From an optimization exercise on the open Yosys and OpenROAD flow, aimed at small area; shortcuts taken in it are not production practice. Only simulation tests tie the RTL to the original design; equivalence was not proved. Power figures rest on the tool's default switching activity, not on a simulated workload.

the reference run:
==> flow/design.v <==
module fm_divider #(
    parameter NW = 24,           
    parameter DW = 16            
) (
    input  wire          clk,
    input  wire          rst_n,
    input  wire          start,
    input  wire [NW-1:0] num,
    input  wire [DW-1:0] den,
    output reg  [NW-1:0] quo,
    output reg           done
);
    localparam CW = $clog2(NW + 1);
    reg  [DW-1:0] rem;
    reg  [DW-1:0] den_r;
    reg  [CW-1:0] cnt;
    reg           busy;
    wire [DW:0]   trial = {rem, quo[NW-1]};
    wire          fits  = trial >= {1'b0, den_r};
    wire [DW:0]   diff  = trial - {1'b0, den_r};
    always @(posedge clk) begin
        if (!rst_n) begin
            rem   <= {DW{1'b0}};
            den_r <= {DW{1'b0}};
            quo   <= {NW{1'b0}};
            cnt   <= {CW{1'b0}};
            busy  <= 1'b0;
            done  <= 1'b0;
        end else begin
            done <= 1'b0;
            if (start) begin
                rem   <= {DW{1'b0}};
                den_r <= den;
                quo   <= num;
                cnt   <= NW[CW-1:0];
                busy  <= 1'b1;
            end else if (busy) begin
                rem <= fits ? diff[DW-1:0] : trial[DW-1:0];
                quo <= {quo[NW-2:0], fits};
                cnt <= cnt - 1'b1;
                if (cnt == 1) begin
                    busy <= 1'b0;
                    done <= 1'b1;
                end
            end
        end
    end
endmodule
module flowmeter_core (
    input  wire       clk,
    input  wire       rst_n,         
    input  wire       pulse_in,
    input  wire       tick_m,
    input  wire       tick_c,
    output wire       dac_clk,
    output wire       dac_data,
    output wire       dac_load,
    output wire [1:0] cstate,
    output wire       seq_fault
);
    function [24:0] seg_b;
        input [3:0] i;
        case (i)
            4'd0: seg_b = 25'd24107584;
            4'd1: seg_b = 25'd21337088;
            4'd2: seg_b = 25'd18771456;
            4'd3: seg_b = 25'd18776576;
            4'd4: seg_b = 25'd13441672;
            4'd5: seg_b = 25'd13453376;
            4'd6: seg_b = 25'd11206784;
            4'd7: seg_b = 25'd11200000;
            4'd8: seg_b = 25'd8400896;
            4'd9: seg_b = 25'd5688832;
            4'd10: seg_b = 25'd4268032;
            4'd11: seg_b = 25'd1921024;
            4'd12: seg_b = 25'd537600;
            4'd13: seg_b = 25'd896000;
            4'd14: seg_b = 25'd320512;
            4'd15: seg_b = 25'd41984;
        endcase
    endfunction
    function [11:0] seg_c;
        input [3:0] i;
        case (i)
            4'd0: seg_c = 12'd3944;
            4'd1: seg_c = 12'd3979;
            4'd2: seg_c = 12'd4029;
            4'd3: seg_c = 12'd4029;
            4'd4: seg_c = 12'd99;
            4'd5: seg_c = 12'd99;
            4'd6: seg_c = 12'd199;
            4'd7: seg_c = 12'd200;
            4'd8: seg_c = 12'd449;
            4'd9: seg_c = 12'd988;
            4'd10: seg_c = 12'd1266;
            4'd11: seg_c = 12'd1999;
            4'd12: seg_c = 12'd3280;
            4'd13: seg_c = 12'd2000;
            4'd14: seg_c = 12'd2899;
            4'd15: seg_c = 12'd3768;
        endcase
    endfunction
    function [5:0] seg_t;
        input [3:0] i;
        case (i)
            4'd0: seg_t = 6'd11;
            4'd1: seg_t = 6'd23;
            4'd2: seg_t = 6'd20;
            4'd3: seg_t = 6'd24;
            4'd4: seg_t = 6'd2;
            4'd5: seg_t = 6'd18;
            4'd6: seg_t = 6'd13;
            4'd7: seg_t = 6'd32;
            4'd8: seg_t = 6'd3;
            4'd9: seg_t = 6'd3;
            4'd10: seg_t = 6'd21;
            4'd11: seg_t = 6'd12;
            4'd12: seg_t = 6'd0;
            4'd13: seg_t = 6'd32;
            4'd14: seg_t = 6'd32;
            4'd15: seg_t = 6'd24;
        endcase
    endfunction
    function [3:0] seg_of;
        input [11:0] v;
        begin
            if (v >= 12'd2500) seg_of = 4'd0;
            else if (v >= 12'd1600) seg_of = 4'd1;
            else if (v >= 12'd1300) seg_of = 4'd2;
            else if (v >= 12'd1000) seg_of = 4'd3;
            else if (v >= 12'd800) seg_of = 4'd4;
            else if (v >= 12'd700) seg_of = 4'd5;
            else if (v >= 12'd575) seg_of = 4'd7;
            else if (v >= 12'd500) seg_of = 4'd6;
            else if (v >= 12'd350) seg_of = 4'd7;
            else if (v >= 12'd250) seg_of = 4'd8;
            else if (v >= 12'd160) seg_of = 4'd9;
            else if (v >= 12'd100) seg_of = 4'd10;
            else if (v >= 12'd60) seg_of = 4'd11;
            else if (v >= 12'd35) seg_of = 4'd12;
            else if (v >= 12'd20) seg_of = 4'd13;
            else if (v >= 12'd10) seg_of = 4'd14;
            else if (v >= 12'd5) seg_of = 4'd15;
            else seg_of = 4'd0;
        end
    endfunction
    function [2:0] t3_of;
        input [23:0] v;
        begin
            if (v <= 24'd7)       t3_of = 3'd7;
            else if (v <= 24'd9)  t3_of = 3'd6;
            else if (v <= 24'd11) t3_of = 3'd5;
            else if (v <= 24'd13) t3_of = 3'd4;
            else if (v <= 24'd18) t3_of = 3'd3;
            else if (v <= 24'd27) t3_of = 3'd2;
            else if (v <= 24'd55) t3_of = 3'd1;
            else                  t3_of = 3'd0;
        end
    endfunction
    localparam [1:0] S_IDLE = 2'd0, S_DIV = 2'd1, S_CODE = 2'd2, S_DAC = 2'd3;
    reg         pin_prev;
    reg         inh;
    reg  [1:0]  st;
    reg  [2:0]  t3;
    reg  [23:0] mt;          
    reg  [11:0] ct;          
    reg  [15:0] pc;          
    reg         nz;          
    reg  [23:0] snap;        
    reg         dclk, ddata, dload;
    assign dac_clk   = dclk;
    assign dac_data  = ddata;
    assign dac_load  = dload;
    assign seq_fault = 1'b0;
    assign cstate    = {inh, ~inh & nz};
    wire        capture = ~inh & pulse_in & ~pin_prev;
    wire        scode   = (st == S_CODE);
    wire [12:0] mt_lo1  = {1'b0, mt[11:0]} + 13'd1;
    wire [11:0] mt_hi1  = mt[23:12] + {11'd0, scode | mt_lo1[12]};   
    wire [23:0] mt_inc  = {mt_hi1, mt_lo1[11:0]} | {{16{&mt}}, 8'd0};
    wire [11:0] ct_inc  = ct + 12'd1;
    wire        trip    = ct[11] & (ct[10:8] != 3'd0);
    wire [11:0] avg     = snap[11:0];
    wire        hi      = (snap[23:12] != 12'd0);           
    wire        sathi   = ~hi & (avg < 12'd5);              
    wire        sat     = hi | (avg >= 12'd4000) | sathi;   
    wire [3:0]  seg     = seg_of(avg);
    wire        inv     = (seg == 4'd12);
    wire [24:0] b_c     = seg_b(seg);
    wire [11:0] c_c     = sat ? (sathi ? 12'd4095 : 12'd37) : seg_c(seg);
    wire [5:0]  t_c     = seg_t(seg);
    wire [6:0]  cnt     = ct[6:0];
    wire [4:0]  step    = cnt[6:1] - 5'd1;                  
    wire        bbit    = b_c[5'd24 - step] & ~sat;
    wire        div1    = (st == S_DIV);
    wire [16:0] trial   = div1 ? {mt[15:0], snap[23]} : {4'd0, mt[11:0], bbit};
    wire [16:0] dv      = div1 ? {1'b0, pc} : {5'd0, avg};
    wire [17:0] ddiff   = {1'b0, trial} - {1'b0, dv};
    wire        fits    = ~ddiff[17];
    wire [15:0] rem_nx  = fits ? ddiff[15:0] : trial[15:0];
    wire        qb      = (fits ^ inv) & ~sat;
    wire [4:0]  cidx    = 5'd19 - step;
    wire        cbit    = (step >= 5'd8) & (step < 5'd20) & c_c[cidx[3:0]];
    wire        carry   = ({1'b0, pc[4:0]} >= t_c) & ~sat;
    always @(posedge clk) begin
        pin_prev <= pulse_in;
        if (!rst_n) begin
            inh   <= 1'b1;
            st    <= S_IDLE;
            t3    <= 3'd0;
            dclk  <= 1'b0;
            ddata <= 1'b0;
            dload <= 1'b1;
        end else begin
            case (st)
                S_IDLE: begin
                    if (inh) begin
                        inh <= 1'b0;
                        mt  <= 24'd0;
                        ct  <= {1'b0, t3, 8'd0};
                        pc  <= 16'd0;
                        nz  <= 1'b0;
                    end else if (trip) begin
                        inh <= 1'b1;
                        st  <= S_DIV;
                        ct  <= 12'd0;
                        mt  <= 24'd0;
                    end else begin
                        if (capture) begin
                            snap <= mt;
                            nz   <= 1'b1;
                            if (nz && pc != 16'hFFFE) pc <= pc + 16'd1;
                        end
                        if (tick_m) mt <= mt_inc;
                        if (tick_c) ct <= ct_inc;
                    end
                end
                S_DIV: begin
                    mt[15:0] <= rem_nx;
                    snap     <= {snap[22:0], fits};
                    ct       <= ct_inc;
                    if (cnt == 7'd23) begin
                        st <= S_CODE;
                        ct <= 12'd0;
                    end
                end
                S_CODE: begin
                    ct <= ct_inc;
                    if (cnt == 7'd0) begin
                        t3 <= t3_of(snap);
                        mt <= 24'd0;
                    end else if (cnt == 7'd52) begin
                        if (carry) mt[23:12] <= mt_hi1;
                        st <= S_DAC;
                        ct <= 12'd0;
                    end else if (cnt[6:1] != 6'd0) begin
                        if (!cnt[0]) begin
                            mt[11:0] <= rem_nx[11:0];
                            if (step < 5'd20) mt[23:12] <= {mt[22:12], qb};
                            else              pc[4:0]   <= {pc[3:0], qb};
                        end else if (cbit) begin
                            mt[23:12] <= mt_hi1;
                        end
                    end
                end
                default: begin
                    ct <= ct_inc;
                    if (cnt[5:2] != 4'd12) begin
                        case (cnt[1:0])
                            2'd0: dclk  <= 1'b0;
                            2'd1: ddata <= mt[23];
                            2'd2: dclk  <= 1'b1;
                            default: mt[23:12] <= {mt[22:12], 1'b0};
                        endcase
                    end else begin
                        case (cnt[1:0])
                            2'd0: dclk  <= 1'b0;
                            2'd1: dload <= 1'b0;
                            2'd2: dload <= 1'b1;
                            default: st <= S_IDLE;
                        endcase
                    end
                end
            endcase
        end
    end
endmodule
Settings: LEC_CHECK=0, ABC_AREA=1, CAP_MARGIN=20, CORE_MARGIN=2, CORE_UTILIZATION=65, CTS_BUF_LIST=sky130_fd_sc_hd__clkbuf_8, SLEW_MARGIN=20; clock period 18.0 ns.
run.sh (not shown) runs the stock make flow with config.mk's settings and CLKGATE_MAP_FILE= SYNTH_SCRIPT=/design/flow/synth_recipe.tcl, a recipe that flattens the netlist after the stock synthesis.
The reference run | stages: all done | timing, DRC, antenna: all pass
Changes in the trial run relative to the reference run:
--- a/flow/design.v
+++ b/flow/design.v
@@ -58,28 +58,28 @@
     output wire [1:0] cstate,
     output wire       seq_fault
 );
     function [24:0] seg_b;
         input [3:0] i;
         case (i)
-            4'd0: seg_b = 25'd24107584;
-            4'd1: seg_b = 25'd21337088;
+            4'd0: seg_b = 25'd24107553;
+            4'd1: seg_b = 25'd21334698;
             4'd2: seg_b = 25'd18771456;
-            4'd3: seg_b = 25'd18776576;
-            4'd4: seg_b = 25'd13441672;
-            4'd5: seg_b = 25'd13453376;
-            4'd6: seg_b = 25'd11206784;
+            4'd3: seg_b = 25'd18776544;
+            4'd4: seg_b = 25'd13441670;
+            4'd5: seg_b = 25'd13451872;
+            4'd6: seg_b = 25'd11208480;
             4'd7: seg_b = 25'd11200000;
-            4'd8: seg_b = 25'd8400896;
-            4'd9: seg_b = 25'd5688832;
-            4'd10: seg_b = 25'd4268032;
-            4'd11: seg_b = 25'd1921024;
-            4'd12: seg_b = 25'd537600;
+            4'd8: seg_b = 25'd8402104;
+            4'd9: seg_b = 25'd5688960;
+            4'd10: seg_b = 25'd4267200;
+            4'd11: seg_b = 25'd1920640;
+            4'd12: seg_b = 25'd537631;
             4'd13: seg_b = 25'd896000;
             4'd14: seg_b = 25'd320512;
-            4'd15: seg_b = 25'd41984;
+            4'd15: seg_b = 25'd41760;
         endcase
     endfunction
     function [11:0] seg_c;
         input [3:0] i;
         case (i)
             4'd0: seg_c = 12'd3944;
@@ -94,34 +94,34 @@
             4'd9: seg_c = 12'd988;
             4'd10: seg_c = 12'd1266;
             4'd11: seg_c = 12'd1999;
             4'd12: seg_c = 12'd3280;
             4'd13: seg_c = 12'd2000;
             4'd14: seg_c = 12'd2899;
-            4'd15: seg_c = 12'd3768;
+            4'd15: seg_c = 12'd3769;
         endcase
     endfunction
     function [5:0] seg_t;
         input [3:0] i;
         case (i)
             4'd0: seg_t = 6'd11;
-            4'd1: seg_t = 6'd23;
+            4'd1: seg_t = 6'd22;
             4'd2: seg_t = 6'd20;
             4'd3: seg_t = 6'd24;
             4'd4: seg_t = 6'd2;
-            4'd5: seg_t = 6'd18;
-            4'd6: seg_t = 6'd13;
+            4'd5: seg_t = 6'd16;
+            4'd6: seg_t = 6'd16;
             4'd7: seg_t = 6'd32;
-            4'd8: seg_t = 6'd3;
-            4'd9: seg_t = 6'd3;
-            4'd10: seg_t = 6'd21;
-            4'd11: seg_t = 6'd12;
+            4'd8: seg_t = 6'd8;
+            4'd9: seg_t = 6'd4;
+            4'd10: seg_t = 6'd16;
+            4'd11: seg_t = 6'd8;
             4'd12: seg_t = 6'd0;
             4'd13: seg_t = 6'd32;
             4'd14: seg_t = 6'd32;
-            4'd15: seg_t = 6'd24;
+            4'd15: seg_t = 6'd32;
         endcase
     endfunction
     function [3:0] seg_of;
         input [11:0] v;
         begin
             if (v >= 12'd2500) seg_of = 4'd0;
Notes after the runs:
The trial run against the reference run: xor/xnor share of the synthesized area stayed essentially flat, growth of design area from synthesis to finish fell by 0.33 points.
Lower buffer share of cell area was reported by the trial run, not the reference run.
Re data required time of the worst path: the trial run is 0.03 ns down on the reference run.
The trial run: number of standard cells in the layout, taps in and fillers out higher than the reference run
Compared with the reference run, depth of the critical timing path with buffers and inverters included in the trial run decreased by a little under 10%.
Re area fraction in and, or, nand and nor cells after synthesis: the trial run and the reference run aren't equal, and the higher value belongs to the trial run.
Clock latency reported for the late side of the worst-skew pair: the reference run vs the trial run, no meaningful difference
Max capacitance violation total came out exactly the same in the trial run and the reference run.
The trial run — sequential cell fraction of total power 0.9 points lower, the reference run as reference
Wire length sits higher in the trial run than in the reference run.
Against the reference run as the reference, the trial run delivers a higher part of the total power dissipated in combinational logic.

-- separate check: timing with driven ports --
The flow's constraints put no driver on any port. The routed layouts listed below were extracted and timed again, unchanged, in two steps.
Step 1 assumes that a clkbuf_16 drives the clock port and a buf_2 every other input.
Step 2 moves the port delays by t, midway between the first and last clock arrival at a register: inputs arrive t later, outputs are due t later. That takes back most of the time a late clock gives input paths.
Slacks: no drivers / after step 1 / after step 2; pairs: no drivers / after step 1.
run | t (ns) | slack for setup (ns) | worst setup path at the end | clock arrival spread, ns | cell pins on the clock port's net
the reference run | 0.417 | 11.498 / 11.498 / 11.498 | register to register | 0.014 / 0.014 | 1
the trial run | 0.412 | 11.304 / 11.304 / 11.304 | register to register | 0.013 / 0.012 | 1
After both steps every run listed still meets setup and hold.
